This design comes from an exercise in tuning for small area and a short achievable clock period on the open sky130 flow, not from production work. The RTL was checked by simulation tests, not by an equivalence proof against the original design. Power figures rest on the tool's default switching activity, not on a simulated workload.

## config.mk

```make
export PLATFORM = sky130hd
export DESIGN_NAME = ca_core
export DESIGN_NICKNAME = ca_core
export VERILOG_FILES = /design/flow/design.v
export SDC_FILE = /design/flow/constraint.sdc
export NUM_CORES = 4
export LEC_CHECK = 0
export CAP_MARGIN = 20
export CORE_MARGIN = 2
export CORE_UTILIZATION = 55
export CTS_CLUSTER_DIAMETER = 100
export CTS_CLUSTER_SIZE = 30
export GPL_ROUTABILITY_DRIVEN = 1
export SETUP_SLACK_MARGIN = 4.6
export SLEW_MARGIN = 20
export SYNTH_HIERARCHICAL = 1
```

## constraint.sdc

```tcl
create_clock -name core_clock -period 10.0 [get_ports {clk}]
set_input_delay 2.0000 -clock core_clock [delete_from_list [all_inputs] [get_ports {clk}]]
set_output_delay 2.0000 -clock core_clock [all_outputs]
set_load 0.01 [all_outputs]
```

## design.v

```verilog
module ca_core (
    input  wire        clk,
    input  wire        rst,          
    input  wire        run,          
    input  wire        host_we,
    input  wire [6:0]  host_addr,    
    input  wire [7:0]  host_wdata,
    input  wire [6:0]  dbg_addr,     
    output wire [7:0]  dbg_rdata,
    output wire [9:0]  imem_addr,
    input  wire [15:0] imem_data,
    output wire [15:0] pc,
    output wire [7:0]  sreg,
    output wire        halted,
    output wire        diag_valid,
    output wire [9:0]  diag_pc,
    output wire [15:0] diag_word
);
    localparam OP_ADD  = 4'd0,  OP_SUB  = 4'd1,  OP_MUL = 4'd2,  OP_MOVI = 4'd3,
               OP_BEQZ = 4'd4,  OP_ANDI = 4'd5,  OP_EOR = 4'd6,  OP_BR   = 4'd7,
               OP_SAL  = 4'd8,  OP_SAR  = 4'd9,  OP_LDR = 4'd10, OP_STR  = 4'd11;
    reg [511:0] rf;              
    reg [511:0] dm;              
    reg [10:0] pc_q;             
    reg [4:0]  flags_q;          
    reg        eop_q;            
    reg        flush_q;          
    reg [10:0] flush_tgt_q;
    reg        d_active_q;
    reg [15:0] d_word_q;
    reg        e_active_q;
    reg [15:0] e_word_q;
    reg [7:0]  a_q;              
    reg [7:0]  b_q;
    assign halted = eop_q & ~d_active_q & ~e_active_q;
    wire step = run & ~halted;
    wire        e_valid   = e_active_q & ~flush_q;
    wire        d_valid   = d_active_q & ~flush_q;
    wire [10:0] fetch_pc  = flush_q ? flush_tgt_q : pc_q;
    wire fetch_end = fetch_pc[10] || (imem_data == 16'h0000);
    wire fetch_ok  = ~eop_q & ~fetch_end;
    assign imem_addr = fetch_pc[9:0];
    wire [5:0] d_r1  = d_word_q[11:6];
    wire [5:0] d_r2  = d_word_q[5:0];
    wire       d_ldr = (d_word_q[15:12] == OP_LDR);
    wire [7:0]  a_lo, a_hi, b_lo, d_lo;
    wire [15:0] b_hi;
    wire [15:0] d_hi;
    wire [3:0]  d_mid, d_top;
    ca_predec3n u_pa0 (.a(d_r1[2:0]),          .n(a_lo));
    ca_predec3n u_pa1 (.a(d_r1[5:3]),          .n(a_hi));
    ca_predec3n u_pb0 (.a(d_r2[2:0]),          .n(b_lo));
    ca_predec4n u_pb1 (.a({d_ldr, d_r2[5:3]}), .n(b_hi));
    ca_predec3n_fast u_pd0 (.a(dbg_addr[2:0]), .n(d_lo));
    ca_predec2 u_pd1 (.a(dbg_addr[4:3]), .h(d_mid));
    ca_predec2 u_pd2 (.a(dbg_addr[6:5]), .h(d_top));
    wire [63:0]  a_hot;
    wire [127:0] b_hot, d_hot;
    genvar ge, gb;
    generate
        for (ge = 0; ge < 128; ge = ge + 1) begin : g_hot
            ca_nor2 u_b (.a(b_lo[ge % 8]), .b(b_hi[ge / 8]), .y(b_hot[ge]));
            ca_nor2 u_d (.a(d_lo[ge % 8]), .b(d_hi[ge / 8]), .y(d_hot[ge]));
            if (ge < 16) begin : g_dhi
                ca_nand2 u_h (.a(d_mid[ge % 4]), .b(d_top[ge / 4]), .y(d_hi[ge]));
            end
            if (ge < 64) begin : g_a
                ca_nor2 u_a (.a(a_lo[ge % 8]), .b(a_hi[ge / 8]), .y(a_hot[ge]));
            end
        end
    endgenerate
    wire [7:0] rd_a, rd_b, rd_dbg;
    generate
        for (gb = 0; gb < 8; gb = gb + 1) begin : g_bit
            wire [127:0] col;
            for (ge = 0; ge < 64; ge = ge + 1) begin : g_col
                assign col[ge]      = rf[8*ge + gb];
                assign col[64 + ge] = dm[8*ge + gb];
            end
            ca_selbit64 u_a (.d(col[63:0]), .h(a_hot), .y(rd_a[gb]));
            ca_selbit_fast u_b (.d(col), .h(b_hot), .y(rd_b[gb]));
            ca_selbit_fast u_d (.d(col), .h(d_hot), .y(rd_dbg[gb]));
        end
    endgenerate
    wire [3:0]  op  = e_word_q[15:12];
    wire [5:0]  r1  = e_word_q[11:6];
    wire [5:0]  r2  = e_word_q[5:0];
    wire [7:0]  a   = a_q;
    wire [7:0]  b   = b_q;                       
    wire [7:0]  imm = {{2{r2[5]}}, r2};
    wire        is_sub = (op == OP_SUB);
    wire [7:0]  b_as   = b ^ {8{is_sub}};
    wire [8:0]  sum    = {1'b0, a} + {1'b0, b_as} + {8'd0, is_sub};
    wire        as_v   = (a[7] == b_as[7]) && (sum[7] != a[7]);
    wire [7:0]  prod;
    ca_mul8 u_mul (.a(a), .b(b), .p(prod));
    wire [7:0]  shl  = (r2[5:3] != 3'd0) ? 8'h00 : (a << r2[2:0]);
    wire signed [7:0] a_s   = a;
    wire signed [7:0] sar_s = a_s >>> r2[2:0];
    wire [7:0]  shr  = (r2[5:3] != 3'd0) ? {8{a[7]}} : sar_s;
    reg  [7:0] res_other;        
    wire [7:0] result;
    reg        wr_reg;
    reg        wr_flags;
    reg        c_flag;
    reg        v_flag;
    always @(*) begin
        res_other = 8'h00;
        wr_reg    = 1'b0;
        wr_flags  = 1'b0;
        c_flag    = 1'b0;
        v_flag    = 1'b0;
        case (op)
            OP_ADD: begin
                res_other = sum[7:0]; wr_reg = 1'b1; wr_flags = 1'b1;
                c_flag = sum[8];
                v_flag = as_v;
            end
            OP_SUB: begin
                res_other = sum[7:0]; wr_reg = 1'b1; wr_flags = 1'b1;
                c_flag = ~sum[8];            
                v_flag = as_v;
            end
            OP_MUL:  begin                        wr_reg = 1'b1; wr_flags = 1'b1; end
            OP_MOVI: begin res_other = imm;     wr_reg = 1'b1; end
            OP_ANDI: begin res_other = a & imm; wr_reg = 1'b1; wr_flags = 1'b1; end
            OP_EOR:  begin res_other = a ^ b;   wr_reg = 1'b1; wr_flags = 1'b1; end
            OP_SAL:  begin res_other = shl;     wr_reg = 1'b1; wr_flags = 1'b1; end
            OP_SAR:  begin res_other = shr;     wr_reg = 1'b1; wr_flags = 1'b1; end
            OP_LDR:  begin res_other = b;       wr_reg = 1'b1; end
            default: ;
        endcase
    end
    ca_mux8 u_res (.s(op == OP_MUL), .a1(prod), .a0(res_other), .y(result));
    wire z_flag = (result == 8'h00);
    wire n_flag = result[7];
    wire s_flag = n_flag ^ v_flag;
    wire [4:0] new_flags = {c_flag, v_flag, n_flag, s_flag, z_flag};
    wire [10:0] e_next     = pc_q - {10'd0, d_active_q};
    wire        beqz_taken = (op == OP_BEQZ) && (a == 8'h00);
    wire        br_taken   = (op == OP_BR);
    wire [10:0] beqz_tgt   = e_next + {5'b0, r2};
    wire [10:0] br_tgt     = {1'b0, a[3:2], a[1:0] | b[7:6], b[5:0]};
    wire        do_store   = (op == OP_STR);
    wire ex_fire = step & e_valid;
    wire fwd_a = e_valid & wr_reg & (r1 == d_r1);
    wire fwd_b = e_valid & (d_ldr ? (do_store & (r2 == d_r2))
                                  : (wr_reg & (r1 == d_r2)));
    assign diag_valid = ex_fire & (op[3:2] == 2'b11);
    assign diag_pc    = e_next[9:0] - 10'd1;
    assign diag_word  = e_word_q;
    assign dbg_rdata = rd_dbg;
    assign pc        = {5'b0, pc_q};
    assign sreg      = {3'b000, flags_q};
    wire       rf_we  = step ? (e_valid & wr_reg)   : (host_we & ~host_addr[6]);
    wire [5:0] rf_wa  = step ? r1 : host_addr[5:0];
    wire [7:0] rf_wd  = step ? result : host_wdata;
    wire       dm_we  = step ? (e_valid & do_store) : (host_we & host_addr[6]);
    wire [5:0] dm_wa  = step ? r2 : host_addr[5:0];
    wire [7:0] dm_wd  = step ? a : host_wdata;
    wire [63:0]  rf_en, rf_en_n, dm_en, dm_en_n;
    wire [511:0] rf_nx, dm_nx;
    ca_wdec u_rfw (.rst(rst), .we(rf_we), .wa(rf_wa), .en(rf_en), .en_n(rf_en_n));
    ca_wdec u_dmw (.rst(rst), .we(dm_we), .wa(dm_wa), .en(dm_en), .en_n(dm_en_n));
    generate
        for (ge = 0; ge < 64; ge = ge + 1) begin : g_wr
            ca_wcell8 u_rf (.en(rf_en[ge]), .en_n(rf_en_n[ge]), .d(rf_wd),
                            .q(rf[8*ge +: 8]), .y(rf_nx[8*ge +: 8]));
            ca_wcell8 u_dm (.en(dm_en[ge]), .en_n(dm_en_n[ge]), .d(dm_wd),
                            .q(dm[8*ge +: 8]), .y(dm_nx[8*ge +: 8]));
        end
    endgenerate
    always @(posedge clk) begin
        rf <= rf_nx;
        dm <= dm_nx;
    end
    wire       ld_a  = step & ~fwd_a;
    wire       fw_a  = step & fwd_a;
    wire       ld_b  = step & ~fwd_b;
    wire       fw_b  = step & fwd_b;
    wire [7:0] fwv_b = d_ldr ? a : result;
    wire [7:0] a_nx, b_nx;
    ca_opcell8 u_opa (.fw(fw_a), .ld(ld_a), .f(result), .r(rd_a), .q(a_q), .y(a_nx));
    ca_opcell8 u_opb (.fw(fw_b), .ld(ld_b), .f(fwv_b),  .r(rd_b), .q(b_q), .y(b_nx));
    always @(posedge clk) begin
        a_q <= a_nx;
        b_q <= b_nx;
    end
    always @(posedge clk) begin
        if (rst) begin
            pc_q       <= 11'd0;
            flags_q    <= 5'd0;
            eop_q      <= 1'b0;
            flush_q    <= 1'b0;
            d_active_q <= 1'b0;
            e_active_q <= 1'b0;
        end else if (step) begin
            if (e_valid & wr_flags) flags_q <= new_flags;
            flush_q     <= e_valid & (beqz_taken | br_taken);
            flush_tgt_q <= br_taken ? br_tgt : beqz_tgt;
            e_active_q  <= d_valid;
            e_word_q    <= d_word_q;
            d_active_q  <= fetch_ok;
            d_word_q    <= imem_data;
            pc_q        <= fetch_pc + {10'd0, fetch_ok};
            if (fetch_end) eop_q <= 1'b1;
        end
    end
endmodule
module ca_wcell8 (input wire en, input wire en_n, input wire [7:0] d,
                  input wire [7:0] q, output wire [7:0] y);
    genvar k;
    generate
        for (k = 0; k < 8; k = k + 1) begin : g_b
            ca_wcell u (.en(en), .en_n(en_n), .d(d[k]), .q(q[k]), .y(y[k]));
        end
    endgenerate
endmodule
module ca_opcell8 (input wire fw, input wire ld, input wire [7:0] f,
                   input wire [7:0] r, input wire [7:0] q, output wire [7:0] y);
    assign y = fw ? f : (ld ? r : q);
endmodule
module ca_wcell (input wire en, input wire en_n, input wire d, input wire q,
                 output wire y);
    assign y = (en & d) | (en_n & q);
endmodule
module ca_wdec (input wire rst, input wire we, input wire [5:0] wa,
                output wire [63:0] en, output wire [63:0] en_n);
    wire [7:0] lo_p, hi_p, lo_rn, hi_n;
    ca_wpre u_pre (.rst(rst), .we(we), .wa(wa), .lo_p(lo_p), .hi_p(hi_p),
                   .lo_rn(lo_rn), .hi_n(hi_n));
    genvar k;
    generate
        for (k = 0; k < 64; k = k + 1) begin : g_en
            ca_nor2  u_p (.a(lo_rn[k % 8]), .b(hi_n[k / 8]), .y(en[k]));
            ca_nand2 u_n (.a(lo_p[k % 8]),  .b(hi_p[k / 8]), .y(en_n[k]));
        end
    endgenerate
endmodule
module ca_wpre (input wire rst, input wire we, input wire [5:0] wa,
                output wire [7:0] lo_p, output wire [7:0] hi_p,
                output wire [7:0] lo_rn, output wire [7:0] hi_n);
    wire [7:0] lo = {8{we}} & (8'd1 << wa[2:0]);
    wire [7:0] hi = 8'd1 << wa[5:3];
    assign lo_p  = lo | {8{rst}};
    assign hi_p  = hi | {8{rst}};
    assign lo_rn = ~(lo & {8{~rst}});
    assign hi_n  = ~hi;
endmodule
module ca_inv8 (input wire [7:0] a, output wire [7:0] y);
    assign y = ~a;
endmodule
module ca_predec3n (input wire [2:0] a, output wire [7:0] n);
    assign n = ~(8'd1 << a);
endmodule
module ca_predec3n_fast (input wire [2:0] a, output wire [7:0] n);
    wire [2:0] a_n;
    genvar k;
    generate
        for (k = 0; k < 3; k = k + 1) begin : g_inv
            ca_inv u (.a(a[k]), .y(a_n[k]));
        end
        for (k = 0; k < 8; k = k + 1) begin : g_line
            ca_nand3 u (.a(k[0] ? a[0] : a_n[0]), .b(k[1] ? a[1] : a_n[1]),
                        .c(k[2] ? a[2] : a_n[2]), .y(n[k]));
        end
    endgenerate
endmodule
module ca_inv (input wire a, output wire y);
    assign y = ~a;
endmodule
module ca_nand3 (input wire a, input wire b, input wire c, output wire y);
    assign y = ~(a & b & c);
endmodule
module ca_mux8 (input wire s, input wire [7:0] a1, input wire [7:0] a0,
                output wire [7:0] y);
    assign y = s ? a1 : a0;
endmodule
module ca_predec2 (input wire [1:0] a, output wire [3:0] h);
    assign h = 4'd1 << a;
endmodule
module ca_predec4n (input wire [3:0] a, output wire [15:0] n);
    assign n = ~(16'd1 << a);
endmodule
module ca_nor2 (input wire a, input wire b, output wire y);
    assign y = ~(a | b);
endmodule
module ca_nand2 (input wire a, input wire b, output wire y);
    assign y = ~(a & b);
endmodule
module ca_selbit_fast (input wire [127:0] d, input wire [127:0] h, output wire y);
    wire [15:0] t2;
    genvar g;
    generate
        for (g = 0; g < 16; g = g + 1) begin : g_l2
            ca_sel8 u (.d(d[8*g +: 8]), .h(h[8*g +: 8]), .y(t2[g]));
        end
    endgenerate
    ca_or16 u_or (.a(t2), .y(y));
endmodule
module ca_selbit64 (input wire [63:0] d, input wire [63:0] h, output wire y);
    wire [7:0] t2;
    genvar g;
    generate
        for (g = 0; g < 8; g = g + 1) begin : g_l2
            ca_sel8 u (.d(d[8*g +: 8]), .h(h[8*g +: 8]), .y(t2[g]));
        end
    endgenerate
    ca_or8 u_or (.a(t2), .y(y));
endmodule
module ca_or8 (input wire [7:0] a, output wire y);
    assign y = |a;
endmodule
module ca_sel8 (input wire [7:0] d, input wire [7:0] h, output wire y);
    assign y = |(d & h);
endmodule
module ca_or16 (input wire [15:0] a, output wire y);
    wire [7:0] l1;
    wire [3:0] l2;
    wire [1:0] l3;
    genvar k;
    generate
        for (k = 0; k < 8; k = k + 1) begin : g_l1
            ca_nor2 u (.a(a[2*k]), .b(a[2*k+1]), .y(l1[k]));
        end
        for (k = 0; k < 4; k = k + 1) begin : g_l2
            ca_nand2 u (.a(l1[2*k]), .b(l1[2*k+1]), .y(l2[k]));
        end
        for (k = 0; k < 2; k = k + 1) begin : g_l3
            ca_nor2 u (.a(l2[2*k]), .b(l2[2*k+1]), .y(l3[k]));
        end
    endgenerate
    ca_nand2 u_l4 (.a(l3[0]), .b(l3[1]), .y(y));
endmodule
module ca_mul8 (input wire [7:0] a, input wire [7:0] b, output wire [7:0] p);
    wire pp0_0 = a[0] & b[0];
    wire pp0_1 = a[1] & b[0];
    wire pp0_2 = a[2] & b[0];
    wire pp0_3 = a[3] & b[0];
    wire pp0_4 = a[4] & b[0];
    wire pp0_5 = a[5] & b[0];
    wire pp0_6 = a[6] & b[0];
    wire pp0_7 = a[7] & b[0];
    wire pp1_0 = a[0] & b[1];
    wire pp1_1 = a[1] & b[1];
    wire pp1_2 = a[2] & b[1];
    wire pp1_3 = a[3] & b[1];
    wire pp1_4 = a[4] & b[1];
    wire pp1_5 = a[5] & b[1];
    wire pp1_6 = a[6] & b[1];
    wire pp2_0 = a[0] & b[2];
    wire pp2_1 = a[1] & b[2];
    wire pp2_2 = a[2] & b[2];
    wire pp2_3 = a[3] & b[2];
    wire pp2_4 = a[4] & b[2];
    wire pp2_5 = a[5] & b[2];
    wire pp3_0 = a[0] & b[3];
    wire pp3_1 = a[1] & b[3];
    wire pp3_2 = a[2] & b[3];
    wire pp3_3 = a[3] & b[3];
    wire pp3_4 = a[4] & b[3];
    wire pp4_0 = a[0] & b[4];
    wire pp4_1 = a[1] & b[4];
    wire pp4_2 = a[2] & b[4];
    wire pp4_3 = a[3] & b[4];
    wire pp5_0 = a[0] & b[5];
    wire pp5_1 = a[1] & b[5];
    wire pp5_2 = a[2] & b[5];
    wire pp6_0 = a[0] & b[6];
    wire pp6_1 = a[1] & b[6];
    wire pp7_0 = a[0] & b[7];
    wire s0, c0;
    assign s0 = pp0_6 ^ pp1_5;
    assign c0 = pp0_6 & pp1_5;
    wire s1, c1;
    assign s1 = pp0_7 ^ pp1_6 ^ pp2_5;
    assign c1 = (pp0_7 & pp1_6) | (pp0_7 & pp2_5) | (pp1_6 & pp2_5);
    wire s2, c2;
    assign s2 = pp3_4 ^ pp4_3;
    assign c2 = pp3_4 & pp4_3;
    wire s3, c3;
    assign s3 = pp0_4 ^ pp1_3;
    assign c3 = pp0_4 & pp1_3;
    wire s4, c4;
    assign s4 = pp0_5 ^ pp1_4 ^ pp2_3;
    assign c4 = (pp0_5 & pp1_4) | (pp0_5 & pp2_3) | (pp1_4 & pp2_3);
    wire s5, c5;
    assign s5 = pp3_2 ^ pp4_1;
    assign c5 = pp3_2 & pp4_1;
    wire s6, c6;
    assign s6 = pp2_4 ^ pp3_3 ^ pp4_2;
    assign c6 = (pp2_4 & pp3_3) | (pp2_4 & pp4_2) | (pp3_3 & pp4_2);
    wire s7, c7;
    assign s7 = pp5_1 ^ pp6_0 ^ s0;
    assign c7 = (pp5_1 & pp6_0) | (pp5_1 & s0) | (pp6_0 & s0);
    wire s8, c8;
    assign s8 = pp5_2 ^ pp6_1 ^ pp7_0;
    assign c8 = (pp5_2 & pp6_1) | (pp5_2 & pp7_0) | (pp6_1 & pp7_0);
    wire s9, c9;
    assign s9 = s1 ^ s2 ^ c0;
    assign c9 = (s1 & s2) | (s1 & c0) | (s2 & c0);
    wire s10, c10;
    assign s10 = pp0_3 ^ pp1_2;
    assign c10 = pp0_3 & pp1_2;
    wire s11, c11;
    assign s11 = pp2_2 ^ pp3_1 ^ pp4_0;
    assign c11 = (pp2_2 & pp3_1) | (pp2_2 & pp4_0) | (pp3_1 & pp4_0);
    wire s12, c12;
    assign s12 = pp5_0 ^ s4 ^ s5;
    assign c12 = (pp5_0 & s4) | (pp5_0 & s5) | (s4 & s5);
    wire s13, c13;
    assign s13 = s6 ^ s7 ^ c4;
    assign c13 = (s6 & s7) | (s6 & c4) | (s7 & c4);
    wire s14, c14;
    assign s14 = s8 ^ s9 ^ c6;
    assign c14 = (s8 & s9) | (s8 & c6) | (s9 & c6);
    wire s15, c15;
    assign s15 = pp0_2 ^ pp1_1;
    assign c15 = pp0_2 & pp1_1;
    wire s16, c16;
    assign s16 = pp2_1 ^ pp3_0 ^ s10;
    assign c16 = (pp2_1 & pp3_0) | (pp2_1 & s10) | (pp3_0 & s10);
    wire s17, c17;
    assign s17 = s3 ^ s11 ^ c10;
    assign c17 = (s3 & s11) | (s3 & c10) | (s11 & c10);
    wire s18, c18;
    assign s18 = c3 ^ s12 ^ c11;
    assign c18 = (c3 & s12) | (c3 & c11) | (s12 & c11);
    wire s19, c19;
    assign s19 = c5 ^ s13 ^ c12;
    assign c19 = (c5 & s13) | (c5 & c12) | (s13 & c12);
    wire s20, c20;
    assign s20 = c7 ^ s14 ^ c13;
    assign c20 = (c7 & s14) | (c7 & c13) | (s14 & c13);
    wire [7:0] r0 = {s20, s19, s18, s17, s16, pp2_0, pp0_1, pp0_0};
    wire [7:0] r1 = {c19, c18, c17, c16, c15, s15, pp1_0, 1'b0};
    assign p = r0 + r1;
endmodule
```

## flow/run.sh

```bash
#!/bin/bash
# The standard layout (standard.sh: the standard flow's synthesis and ORFS flow), except
# that the port buffers are placed as buf_1; the flow's repair steps still
# size them as timing and slew need. All of make's output goes to
# standard.log here; ORFS keeps each step's own log under orfs/logs/.
set -euo pipefail
export BUFFER_PORTS_ARGS="-buffer_cell sky130_fd_sc_hd__buf_1"
bash standard.sh > standard.log 2>&1
```

## standard.sh

```bash
#!/bin/bash
# synth_recipe.tcl (not shown) runs the flow's synth.tcl, then flattens the netlist and writes it again
# the make line also repeats each setting of config.mk as NAME=value (left out here)
make -C /OpenROAD-flow-scripts/flow DESIGN_CONFIG=/design/flow/config.mk WORK_HOME=/design/flow/orfs CLKGATE_MAP_FILE= SYNTH_SCRIPT=/design/flow/synth_recipe.tcl "${@:-finish}"
```

==> metrics.md, run 1 <==
| Metric | Value |
|---|---|
| Die Span Y | `about 310 µm` |
| DRT iter0 DRCs | `approximately 11000` |
| Detail-routed net length per standard cell | `between 30 and 40 µm` |
| Total congestion overflow after global routing | `0` |
| Final layout net count | `5788` |
| First-pass GRT wire length | `around 350 mm` |
| Top fanout value on the critical path | `8` |
| Endpoint of the lowest-slack register-to-register path | `rf[375]` |
| Root buffer cell | `clkbuf_16` |
| Final-report hold violation count | `0` |
| Instance count along the most critical hold path | `0` |
| Starting utilization of the core area | `0.553` |
| Class of the most critical hold timing path | `reg -> reg` |
| Transition time at the pin with the least slew margin | `around 1400 ps` |
| Worst path slowest cell | `nor2_4` |
| Cells on worst reg2reg path | `18` |
| Count of maximum capacitance violations | `0` |
| Simple-Gate Fraction of Synth Area | `0.145` |
| Most numerous cell in the Yosys netlist | `a22oi_1` |
| Total length of routed wires | `around 250 mm` |
| Largest family of logic cells by synthesized area | `compound AO/OA/AOI/OAI gates` |
| Data required time at the worst endpoint | `8000 ps` |
| Footprint of the flip-flops and latches | `roughly 23000 µm²` |
| Highest layer used for signal routing | `met5` |
| Routed length on met3 | `~36 mm` |
| Dominant cell type by count on the critical path | `buf_12` |
| Post-route worst setup slack | `approximately 3800 ps` |
| Pin count of the biggest net entering global routing | `65` |
| CP arrival | `approximately 4200 ps` |
| Startpoint type of the worst setup path | `input port` |
| Antenna violations before repair | `14` |
| Share of async-settable or async-resettable flops after synthesis | `0` |
| Sum of buffers and inverters on the critical path | `6` |
| Area leader, netlist | `dfxtp_1` |
| Fin crit share | `0.621` |
| Post-Route Skew | `between 20 and 30 ps` |
| Synthesized area per cell | `about 9.5 µm²` |
| Largest delay share family, worst path | `simple AND/OR/NAND/NOR gates` |
| Maximum VDD drop | `slightly above 0.0002 V` |
| Synthesis Warnings | `7` |
| Horiz. Die Dim | `~310 µm` |
| Number of distinct library cells after synthesis | `84` |
| Setup TNS | `0 ps` |
| Slew margin rel. | `0.0836` |
| Area used by multi-input combinational logic | `around 30000 µm²` |
| Buffer levels on the longest clock path | `3` |
| Count of nets left with antenna violations after detail routing | `0` |
| Critical path type | `in -> out` |
| Post-cts hold buffer count | `0` |
| Area of the die | `between 90000 and 100000 µm²` |
| CP cell instances | `buf_12 -> clkinvlp_4 -> buf_4 -> nand3_4 -> buf_12 -> buf_6 -> nor2_2 -> a22oi_1 -> nand4_1 -> nor2_1 -> nand2_2 -> nor2_4 -> nand2_1 -> buf_1` |
| Proportion of layout cells with a drive suffix above 1 | `0.0932` |
| Most instantiated cells after synthesis | `a22oi_1, dfxtp_1, a22o_1` |
| Fraction of the yosys area taken by sequential cells | `0.430` |
| Sink count of the clock tree | `between 1000 and 1500` |
| CP max stage delay | `about 260 ps` |
| Cell types with the largest area share after synthesis | `dfxtp_1, a22oi_1, a22o_1` |
| Pwr Density | `129 nW/µm²` |
| Number of standard cells after synthesis | `roughly 5500` |
| Unrepaired setup endpoints after global routing | `true` |
| Minimum clock period | `6210 ps` |
| EDFF count, synth | `43` |
| Worst reg2reg setup slack | `between 4000 and 5000 ps` |
| Flip-flop and latch count after synthesis | `1103` |
| Port Buffers | `103` |
| CTS tree | `yes` |
| Standard cell area after detailed placement | `54700 µm²` |
| Pre-CTS worst setup slack | `approximately 2700 ps` |
| Critical Path Source | `dbg_addr[0]` |
| Number of inserted filler cells in the final layout | `approximately 8000` |
| Setup-violating endpoint count in the final report | `0` |
| 1st-pass router iterations | `12` |
| Final design instance area without fill | `a little under 60000 µm²` |
| Synthesized-area fraction occupied by ao, oa, aoi and oai cells | `0.378` |
| Vias per cell | `~8` |
| Met2 routed WL | `approximately 98 mm` |
| Number of clock buffers inserted by TritonCTS | `45` |
| Maximum level of the CTS H-tree | `2` |
| Core outline area | `~95000 µm²` |
| Synthesized cell area | `52400 µm²` |
| Most used flip-flop cell after synthesis | `dfxtp_1` |
| Leakage | `20.1 nW` |
| Placer's final routability congestion estimate | `around 1.1` |
| Kind of end point of the critical path | `output pin` |
| End point of the worst hold path | `e_word_q[15]` |
| Launch instance of the worst register-to-register path | `a_q[5]` |
| Latest clock arrival within the worst-skew pair | `about 710 ps` |
| Post-route DRC | `0` |
| Number of global-route vias before repair | `slightly below 50000` |
| Post-detailed-placement half-perimeter wirelength | `around 160 mm` |
| Multiplexer share of the synthesized area | `0.0124` |
| Maximum clock rate | `161 MHz` |
| Adder-cell share of the synthesized area | `0.0124` |
| Overall Global Routing Usage | `0.490` |
| Met1 routed wirelength after detailed routing | `91.6 mm` |
| Max-slew violation total from the final report | `0` |
| FP Rows | `between 100 and 150` |
| Worst hold path startpoint | `d_word_q[15]` |
| Area growth from synthesis to layout | `11.0%` |
| Fraction of synthesized cell area taken by the top area cell type | `0.405` |
| Status | `finished clean` |
| # IOs | `about 110` |
| Total via count in the routed design | `about 56000` |
| Area share of xor/xnor cells in the synthesized design | `0.0126` |
| Clock transition at path regs | `~100 ps` |
per-module statistics from Yosys, one instance, submodules excluded, a selection:
module / cells / copies in the design
ca_inv: 1 / 3
ca_wcell: 1 / 1024
ca_predec4n: 20 / 1
ca_sel8: 5 / 320
ca_predec3n: 8 / 3
ca_nor2: 1 / 608
report_power, final:
part | switching (W) | internal (W) | total (W)
clock network | 0.00148 | 0.000865 | 0.00234
registers | 0.0000335 | 0.00444 | 0.00447
logic | 0.000544 | 0.000131 | 0.000676
total | 0.00205 | 0.00544 | 0.00749
layout by cell type, fill, tap and decap left out, types with 31 or more instances in the layout:
cell,instances
dfxtp_1,1056
nor2_4,66
buf_1,92
o21ai_0,37
nand2_1,339
nor2_2,113
ha_1,31
a22o_1,1024
a22oi_2,42
xnor2_1,45
nand4_1,326
nor2_1,487
a22oi_1,1240
inv_1,40
buf_4,79
a21oi_1,57
edfxtp_1,43
clkbuf_16,45
stage by stage:
step           instances   util  hold slack [ps]  total power, W
3_3_place_gp        6867  0.578              440         0.00514
2_1_floorplan       5500      -              417         0.00486
6_report            6998  0.614              458         0.00749
3_5_place_dp        6867  0.578              436         0.00515
4_1_cts             6975  0.610              459         0.00743
5_1_grt             6981  0.614              462         0.00763
cell families (layout without fill, tap and decap cells):
kind of cell	after synthesis	in the layout
other	1	25
DFF	1103	1103
and+or+nand+nor	1615	1615
adders and majority gates	44	44
AOI/OAI and AO/OA	2498	2498
xor gates and xnor gates	73	73
muxes	55	55
buffers and inverters	104	320
worst max-delay path by stage:
stage	endpoint	slack [ps]	cells past startpoint
6_report	dbg_rdata[2]	3790	14
5_1_grt	dbg_rdata[2]	3800	14
4_1_cts	dbg_rdata[7]	4020	15
3_5_place_dp	dbg_rdata[4]	2730	11
3_3_place_gp	dbg_rdata[4]	2760	11
2_1_floorplan	dm[101]	3560	6
registers in the layout (all words and copies together), names as in the netlist, 5 cells and up:
signal and cells:
rf 512, e_word_q 16, b_q 8, flags_q 5
dm 512, flush_tgt_q 11, a_q 8, pc_q 11
d_word_q 16
layout make-up:
class                           instances  area share
Antenna cell                           17    0.000731
Clock buffer                           49      0.0200
Clock inverter                         12     0.00228
Inverter                               43     0.00297
Multi-Input combinational cell       4293       0.531
Sequential cell                      1103       0.387
Tap cell                             1265      0.0272
Timing Repair Buffer                  216      0.0283
metal layers:
metal	vias to the layer above	global-route usage
met5	-	0.0179
met4	22	0.370
met3	1449	0.170
met2	5084	0.676
met1	26500	0.624
li1	23000	-
timing repair:
| action | CTS | global route |
|---|---|---|
| setup endpoints to repair | 41 | 57 |
| resized for setup | 354 | 72 |
| gates cloned | 1 | 0 |
| hold endpoints to repair | 0 | 0 |
| setup buffers | 46 | 4 |
| pin swaps | 64 | 50 |
==> run 2, diff against run 1 <==
--- a/config.mk
+++ b/config.mk
@@ -8,5 +8,5 @@
 export CAP_MARGIN = 20
 export CORE_MARGIN = 2
-export CORE_UTILIZATION = 55
+export CORE_UTILIZATION = 45
 export CTS_CLUSTER_DIAMETER = 100
 export CTS_CLUSTER_SIZE = 30
==> run 2 against run 1 <==
Flip-flop and latch count unchanged. Final cell count up 4.0%. Die area increased by 22%. Synthesized cell count stayed put. Critical path depth shrank 2. Combinational power is 3.3% higher. Final area grew 2.1%. Wire length rose by 7.0%. Sequential share of layout area down 0.81 points. Register-to-register slack better by 110 ps.
==> metrics.md, run 2 <==
| Metric | Value |
|---|---|
| End point of the worst hold path | `e_word_q[15]` |
| Most instantiated cells after synthesis | `a22oi_1, dfxtp_1, a22o_1` |
| CP arrival | `about 4200 ps` |
| Endpoint of the lowest-slack register-to-register path | `rf[415]` |
| Flip-flop and latch count after synthesis | `~1100` |
| Transition time at the pin with the least slew margin | `between 1000 and 1500 ps` |
| Unrepaired setup endpoints after global routing | `true` |
| Top fanout value on the critical path | `8` |
| Fraction of synthesized cell area taken by the top area cell type | `0.405` |
| Largest registers | `dm (512), rf (512)` |
| Area of the die | `~120000 µm²` |
| Most used cells in the layout excluding fill and tap cells | `a22oi_1, dfxtp_1, a22o_1` |
| Fraction of the yosys area taken by sequential cells | `0.430` |
| First-pass GRT wire length | `between 300 and 400 mm` |
| Final design instance area without fill | `around 59000 µm²` |
| Vias per cell | `approximately 7.5` |
| Proportion of layout cells with a drive suffix above 1 | `0.108` |
| Final-report hold violation count | `0` |
| Max-slew violation total from the final report | `0` |
| Final non-filler cell total | `around 7300` |
| Cells on worst reg2reg path | `18` |
| Maximum VDD drop | `0.000166 V` |
| Antenna violations before repair | `13` |
| Synthesized cell area | `roughly 52000 µm²` |
| Placed insts | `7131` |
| Port Buffers | `roughly 100` |
| DRT iter0 DRCs | `just over 8000` |
| Worst hold path startpoint | `d_word_q[15]` |
| Status | `finished clean` |
| Post-route DRC | `0` |
| Area growth from synthesis to layout | `13.4%` |
| Overall Global Routing Usage | `0.428` |
| CTS tree | `yes` |
| Cell types with the largest area share after synthesis | `dfxtp_1, a22oi_1, a22o_1` |
| Instance count along the most critical hold path | `0` |
| Kind of end point of the critical path | `output pin` |
| Setup-violating endpoint count in the final report | `0` |
| Area leader, netlist | `dfxtp_1` |
| Setup TNS | `0 ps` |
| Synthesis Warnings | `7` |
| Starting utilization of the core area | `0.452` |
| 1st-pass router iterations | `7` |
| Most used flip-flop cell after synthesis | `dfxtp_1` |
| Maximum level of the CTS H-tree | `2` |
| Class of the most critical hold timing path | `reg -> reg` |
| Latest clock arrival within the worst-skew pair | `between 700 and 800 ps` |
| # IOs | `approximately 110` |
| Number of distinct library cells after synthesis | `84` |
| Number of global-route vias before repair | `49700` |
| Synthesized area per cell | `roughly 9.5 µm²` |
| Sum of buffers and inverters on the critical path | `4` |
| Pwr Density | `129 nW/µm²` |
| Horiz. Die Dim | `345 µm` |
| Fin crit share | `0.620` |
| Number of standard cells after synthesis | `roughly 5500` |
| Slew margin rel. | `0.148` |
| Leakage | `about 20 nW` |
| FP Rows | `approximately 130` |
| Dominant cell type by count on the critical path | `nor2_4` |
| Root buffer cell | `clkbuf_16` |
| Count of nets left with antenna violations after detail routing | `0` |
| CP max stage delay | `290 ps` |
| Maximum clock rate | `between 150 and 200 MHz` |
| Buffer levels on the longest clock path | `3` |
| Number of clock buffers inserted by TritonCTS | `between 40 and 50` |
| Detail-routed net length per standard cell | `between 30 and 40 µm` |
| Placer's final routability congestion estimate | `between 1 and 1.5` |
| Worst path slowest cell | `nand4_1` |
| Pin count of the biggest net entering global routing | `65` |
| Total via count in the routed design | `around 54000` |
| Largest delay share family, worst path | `simple AND/OR/NAND/NOR gates` |
| Count of maximum capacitance violations | `0` |
| Critical path type | `in -> out` |
| Final layout net count | `approximately 5800` |
| Total length of routed wires | `around 270 mm` |
| Total congestion overflow after global routing | `0` |
| EDFF count, synth | `43` |
| Fraction of the core area covered by cells at the end of the flow | `0.513` |
| Core outline area | `around 120000 µm²` |
| Data required time at the worst endpoint | `about 8000 ps` |
| Commonest non-fill, non-tap cell in the layout | `a22oi_1` |
| Standard cell area after detailed placement | `between 50000 and 60000 µm²` |
| Launch instance of the worst register-to-register path | `a_q[6]` |
| CP cell instances | `buf_12 -> clkinvlp_4 -> nand3_4 -> buf_12 -> nor2_4 -> a22oi_1 -> nand4_1 -> nor2_4 -> nand2_2 -> nor2_4 -> nand2_2 -> buf_1` |
| Startpoint type of the worst setup path | `input port` |
| Hold slack | `approximately 480 ps` |
| Die Span Y | `345 µm` |
| Post-detailed-placement half-perimeter wirelength | `187 mm` |
| Most numerous cell in the Yosys netlist | `a22oi_1` |
| Worst reg2reg setup slack | `around 4900 ps` |
| Sink count of the clock tree | `about 1100` |
| Minimum clock period | `slightly above 6000 ps` |
| Post-Route Skew | `48.5 ps` |
| Clock transition at path regs | `about 120 ps` |
| Share of async-settable or async-resettable flops after synthesis | `0` |
## run 2: cell counts after synthesis
Identical to the previous run, type by type.
## run 2: worst max-delay path by stage
stage	start	to	slack, ps	cells past startpoint
floorplan	run	dm[101]	3560	6
global placement	dbg_addr[0]	dbg_rdata[3]	2590	10
detailed placement	dbg_addr[0]	dbg_rdata[0]	2590	11
CTS	dbg_addr[2]	dbg_rdata[2]	3990	13
global route	dbg_addr[2]	dbg_rdata[1]	3850	12
finish	dbg_addr[2]	dbg_rdata[4]	3800	12
## run 2: kinds of logic after synthesis
logic type	Yosys count	share of synthesized area
buffers and inverters	104	0.00946
multiplexers	55	0.0124
AO/OA/AOI/OAI	2498	0.378
adder cells (fa/ha/maj)	44	0.0124
AND/OR/NAND/NOR	1615	0.145
flip-flops	1103	0.430
other	1	0.0000716
XOR/XNOR	73	0.0126
## run 2: area by class of cell
class,count,area [µm²]
clock inverter,18,263
tap,1524,1910
sequential,1103,22500
antenna,9,22.5
fill,10800,56500
timing repair buffer,235,1960
multi-input combinational,4293,31300
clock buffer,52,1200
inverter,43,173
## run 2: worst register-to-register path, delay by kind of cell, from the launching register on
kind,cells,cell delay (ps)
flip-flops,1,430
buffers and inverters,5,1020
adder cells (fa/ha/maj),4,1680
AO/OA/AOI/OAI,2,390
XOR/XNOR,5,1110
AND/OR/NAND/NOR,1,200
multiplexers,1,230
## run 2: per-module statistics from Yosys (local to each module, per instance), a selection
module | cells | area, µm²
ca_predec2 | 4 | 26.3
ca_or8 | 3 | 16.3
ca_sel8 | 5 | 36.3
ca_nor2 | 1 | 3.75
ca_predec3n | 8 | 60.1
ca_mux8 | 9 | 131
ca_core | 1707 | 26300
## run 2: per-stage QoR
stage | power (W) | setup WS [ps]
CTS | 0.00764 | 3990
finish | 0.00767 | 3800
global placement | 0.00516 | 2590
detailed placement | 0.00516 | 2590
floorplan | 0.00486 | 3560
global route | 0.00783 | 3850
## run 2: power by group
group          internal (W)  switching, W  total (W)
registers           0.00444     0.0000283    0.00447
logic              0.000142      0.000556   0.000698
clock network      0.000946       0.00156    0.00251
total               0.00553       0.00214    0.00767
## run 2: timing repair
item / 4_1_cts / 5_1_grt
hold buffers: 0 / 0
setup buffers: 56 / 6
pin swaps: 102 / 50
resized for setup: 476 / 52
cloned: 4 / 0
endpoints found under the setup margin: 47 / 49
## run 2: metal layers
layer / up-vias / track usage / routed length, µm
met1: 26400 / 0.540 / 102000
met2: 3860 / 0.641 / 113000
met4: 12 / 0.317 / 24600
li1: 23000 / - / -
met3: 1073 / 0.0975 / 28800
met5: - / 0 / 73
==> run 3, diff against run 2 <==
--- a/design.v
+++ b/design.v
@@ -52,5 +52,5 @@
     ca_predec3n u_pb0 (.a(d_r2[2:0]),          .n(b_lo));
     ca_predec4n u_pb1 (.a({d_ldr, d_r2[5:3]}), .n(b_hi));
-    ca_predec3n_fast u_pd0 (.a(dbg_addr[2:0]), .n(d_lo));
+    ca_predec3n u_pd0 (.a(dbg_addr[2:0]),      .n(d_lo));
     ca_predec2 u_pd1 (.a(dbg_addr[4:3]), .h(d_mid));
     ca_predec2 u_pd2 (.a(dbg_addr[6:5]), .h(d_top));
@@ -254,23 +254,4 @@
     assign n = ~(8'd1 << a);
 endmodule
-module ca_predec3n_fast (input wire [2:0] a, output wire [7:0] n);
-    wire [2:0] a_n;
-    genvar k;
-    generate
-        for (k = 0; k < 3; k = k + 1) begin : g_inv
-            ca_inv u (.a(a[k]), .y(a_n[k]));
-        end
-        for (k = 0; k < 8; k = k + 1) begin : g_line
-            ca_nand3 u (.a(k[0] ? a[0] : a_n[0]), .b(k[1] ? a[1] : a_n[1]),
-                        .c(k[2] ? a[2] : a_n[2]), .y(n[k]));
-        end
-    endgenerate
-endmodule
-module ca_inv (input wire a, output wire y);
-    assign y = ~a;
-endmodule
-module ca_nand3 (input wire a, input wire b, input wire c, output wire y);
-    assign y = ~(a & b & c);
-endmodule
 module ca_mux8 (input wire s, input wire [7:0] a1, input wire [7:0] a0,
                 output wire [7:0] y);
==> run 3 against run 2 <==
Setup slack better by 97 ps. Critical endpoint is now dbg_rdata[2]. Sequential share of layout area shrank 0.16 points. First-iteration DRC count rose by 0.61%. Global-route usage shrank 0.44 points. Combinational power grew 1%. Critical path type unchanged. Register-to-register slack hardly changed. Core utilization is 0.21 points higher. Die area rose by 0.20%. Final area grew 0.42%.
==> metrics.md, run 3 <==
| Metric | Value |
|---|---|
| Status | `finished clean` |
| Final-report hold violation count | `0` |
| Number of distinct library cells after synthesis | `76` |
| Seq pwr share | `0.577` |
| Slew margin rel. | `0.0608` |
| Dominant cell type by count on the critical path | `nor2_4` |
| Data required time at the worst endpoint | `8000 ps` |
| Commonest non-fill, non-tap cell in the layout | `a22oi_1` |
| Most numerous cell in the Yosys netlist | `a22oi_1` |
| Count of maximum capacitance violations | `0` |
| Flip-flop and latch count after synthesis | `around 1100` |
| Transition time at the pin with the least slew margin | `about 1400 ps` |
| Detail-routed net length per standard cell | `36.4 µm` |
| Synthesized area per cell | `9.54 µm²` |
| Die Span Y | `between 300 and 400 µm` |
| DRT iter0 DRCs | `between 8000 and 9000` |
| Instance count along the most critical hold path | `0` |
| Class of the most critical hold timing path | `reg -> reg` |
| Most instantiated cells after synthesis | `a22oi_1, dfxtp_1, a22o_1` |
| Proportion of layout cells with a drive suffix above 1 | `0.111` |
| Startpoint type of the worst setup path | `input port` |
| Fraction of the yosys area taken by sequential cells | `0.429` |
| Count of nets left with antenna violations after detail routing | `0` |
| Global-route track usage on met3 | `0.117` |
| Latest clock arrival within the worst-skew pair | `about 730 ps` |
| Port Buffers | `~100` |
| Area leader, netlist | `dfxtp_1` |
| Hold slack | `462 ps` |
| Net switching fraction of the power | `0.279` |
| Total via count in the routed design | `roughly 55000` |
| Sink count of the clock tree | `between 1000 and 1500` |
| Share of async-settable or async-resettable flops after synthesis | `0` |
| Setup TNS | `0 ps` |
| Post-detailed-placement half-perimeter wirelength | `approximately 180 mm` |
| Design internal power | `~0.0056 W` |
| Total power after layout | `~0.0077 W` |
| Clock transition at path regs | `about 110 ps` |
| Maximum level of the CTS H-tree | `2` |
| Met2 demand-to-capacity share in global routing | `0.624` |
| Total length of routed wires | `roughly 270 mm` |
| Max-slew violation total from the final report | `0` |
| Fin crit share | `0.610` |
| First-pass GRT wire length | `372 mm` |
| Sum of buffers and inverters on the critical path | `3` |
| Number of clock buffers inserted by TritonCTS | `48` |
| FP Rows | `between 100 and 150` |
| CTS tree | `yes` |
| Placer's final routability congestion estimate | `roughly 1.1` |
| CP Depth | `12` |
| Antenna violations before repair | `7` |
| Unrepaired setup endpoints after global routing | `true` |
| Core outline area | `between 100000 and 150000 µm²` |
| Critical path type | `in -> out` |
| Clock power share | `0.332` |
| Net switching power | `0.00216 W` |
| EDFF count, synth | `43` |
| Most used cells in the layout excluding fill and tap cells | `a22oi_1, dfxtp_1, a22o_1` |
| Largest registers | `dm (512), rf (512)` |
| Buffer levels on the longest clock path | `3` |
| Cells on worst reg2reg path | `17` |
| Vias per cell | `7.47` |
| Root buffer cell | `clkbuf_16` |
| Met1 demand-to-capacity share in global routing | `0.536` |
| Final layout net count | `5826` |
| CP cell instances | `buf_6 -> and2b_4 -> nand2_8 -> nor2_4 -> buf_4 -> a22oi_2 -> nand4_1 -> nor2_4 -> nand2_2 -> nor2_4 -> nand2_2 -> buf_6` |
| Maximum VDD drop | `0.000142 V` |
| Area growth from synthesis to layout | `13.7%` |
| Worst path slowest cell | `nand4_1` |
| Top fanout value on the critical path | `8` |
| Gate power share | `0.091` |
| # IOs | `roughly 110` |
| Kind of end point of the critical path | `output pin` |
| Setup-violating endpoint count in the final report | `0` |
| Fraction of the core area covered by cells at the end of the flow | `0.515` |
| Largest delay share family, worst path | `simple AND/OR/NAND/NOR gates` |
| Number of global-route vias before repair | `just under 50000` |
| Cell types with the largest area share after synthesis | `dfxtp_1, a22oi_1, a22o_1` |
| Post-cts hold buffer count | `0` |
| Starting utilization of the core area | `0.453` |
| Fraction of synthesized cell area taken by the top area cell type | `0.404` |
| Post-Route Skew | `~47 ps` |
| Minimum clock period | `around 6000 ps` |
| Maximum clock rate | `about 160 MHz` |
| Number of standard cells after synthesis | `between 5000 and 6000` |
| Most used flip-flop cell after synthesis | `dfxtp_1` |
| Pwr Density | `130 nW/µm²` |
| Most used routing layer in global routing | `met2` |
| Leakage | `slightly above 20 nW` |
| Area of the die | `between 100000 and 150000 µm²` |
| CP arrival | `between 4000 and 5000 ps` |
| Synthesis Warnings | `7` |
| Post-route DRC | `0` |
| Pin count of the biggest net entering global routing | `between 60 and 70` |
| Horiz. Die Dim | `between 300 and 400 µm` |
| CP max stage delay | `slightly below 300 ps` |
| Synthesized cell area | `approximately 52000 µm²` |
| Total congestion overflow after global routing | `0` |
| Overall Global Routing Usage | `0.424` |
| 1st-pass router iterations | `10` |
==> run 3: cell count changes in the layout (fill, tap and decap cells not counted), moves of 9 or more <==
cell | before | now
nand2_1 | 327 | 351
nor2_1 | 485 | 473
inv_1 | 40 | 31
nor2_2 | 84 | 113
nor2_4 | 97 | 72
nand2_4 | 29 | 20
nand2_8 | 4 | 13
buf_4 | 87 | 101
==> run 3: through the flow <==
step	cell area [µm²]	std cells	worst slack [ps]
6_report	59600	7301	3900
5_1_grt	59600	7290	3920
4_1_cts	59100	7259	4020
3_5_place_dp	55200	7135	2720
3_3_place_gp	55100	7134	2660
2_1_floorplan	52500	5506	3540
==> run 3: kinds of logic after synthesis <==
logic type / Yosys count / share of synthesized area
mux: 60 / 0.0139
flops: 1103 / 0.429
compound gates: 2474 / 0.374
other cells: 1 / 0.0000715
simple gates: 1637 / 0.147
fa+ha+maj: 44 / 0.0123
buf+inv: 98 / 0.00887
xor+xnor: 82 / 0.0139
==> run 3: per-layer routing <==
layer | up-vias | routed length, µm
li1 | 23000 | -
met1 | 26600 | 100000
met2 | 3894 | 111000
met3 | 1041 | 31100
met4 | 0 | 22900
met5 | - | 0
==> run 3: worst reg2reg max path, cell delays in order, from the launching register on <==
cell and delay, ps:
dfxtp_2 550, and2_1 180, ha_1 220, inv_1 80, fa_1 420, fa_1 520
inv_1 50, fa_1 410, xnor2_1 150, xnor2_1 180, xnor2_1 140, xnor3_1 420
xnor2_1 200, mux2_4 280, nand2_1 130, nand2_4 400, buf_6 440, a22o_1 310
==> run 3: path summary, 6_finish.rpt <==
kind,start,to,slack (ps)
setup / recovery,dbg_addr[3],dbg_rdata[2],3900
hold / removal,d_word_q[13],e_word_q[13],460
setup reg to reg,b_q[0],rf[367],4860
hold reg to reg,d_word_q[13],e_word_q[13],460
==> run 3: cell type report <==
class | count | area (µm²)
Antenna cell | 11 | 27.5
Clock buffer | 53 | 1250
Clock inverter | 23 | 297
Fill cell | 10700 | 56200
Inverter | 31 | 116
Multi-Input combinational cell | 4305 | 31300
Sequential cell | 1103 | 22500
Tap cell | 1524 | 1910
Timing Repair Buffer | 251 | 2190
==> run 3: per-module statistics from Yosys, one instance, submodules excluded, excerpt <==
module	cell area (µm²)	cells
ca_wcell	8.76	1
ca_mux8	131	9
ca_mul8	817	100
ca_nor2	3.75	1
ca_predec2	26.3	4
ca_predec3n	60.1	8
ca_nand2	3.75	1
==> run 3: power groups by stage <==
| stage | combinational (W) | clock (W) | sequential [W] |
|---|---|---|---|
| CTS | 0.000654 | 0.00259 | 0.00447 |
| floorplan | 0.000297 | 0 | 0.00456 |
| finish | 0.000706 | 0.00257 | 0.00447 |
| detailed placement | 0.000598 | 0 | 0.00457 |
| global placement | 0.000596 | 0 | 0.00457 |
| global route | 0.000709 | 0.00273 | 0.00447 |
==> run 3: what timing repair did <==
item	4_1_cts	5_1_grt
setup endpoints to repair	43	152
buffers inserted	45	31
cloned	3	0
pin swaps	100	49
resized for setup	457	63

port drivers added, routing unchanged:
The results above use ideal ports. As a check the final layouts listed here were re-extracted and re-timed, cells and wires unchanged. Step 1 sets driving cells, clkbuf_16 on the clock port and buf_2 on the other inputs (assumed; they add their load-dependent delay and slew). Step 2, shift: input delay + t, output delay - t, t = (earliest + latest rising clock arrival at the registers) / 2. This alone moves slack from input paths to output paths. Three values: ideal ports, drivers, drivers and shift; two values: the first two.
| run | t (ns) | slack for setup (ns) | worst hold slack (ns) | clock arrival spread, ns |
|---|---|---|---|---|
| run 1 | 0.776 | 3.795 / 3.710 / 3.710 | 0.458 / 0.458 / 0.458 | 0.035 / 0.035 |
| run 2 | 0.777 | 3.803 / 3.731 / 3.731 | 0.479 / 0.479 / 0.479 | 0.060 / 0.060 |
| run 3 | 0.781 | 3.900 / 3.826 / 3.776 | 0.462 / 0.462 / 0.462 | 0.047 / 0.048 |
After both steps every run listed still meets setup and hold. The setup slack of run 3, which loses most, moves by -0.074 ns with the drivers and by -0.124 ns with both steps.
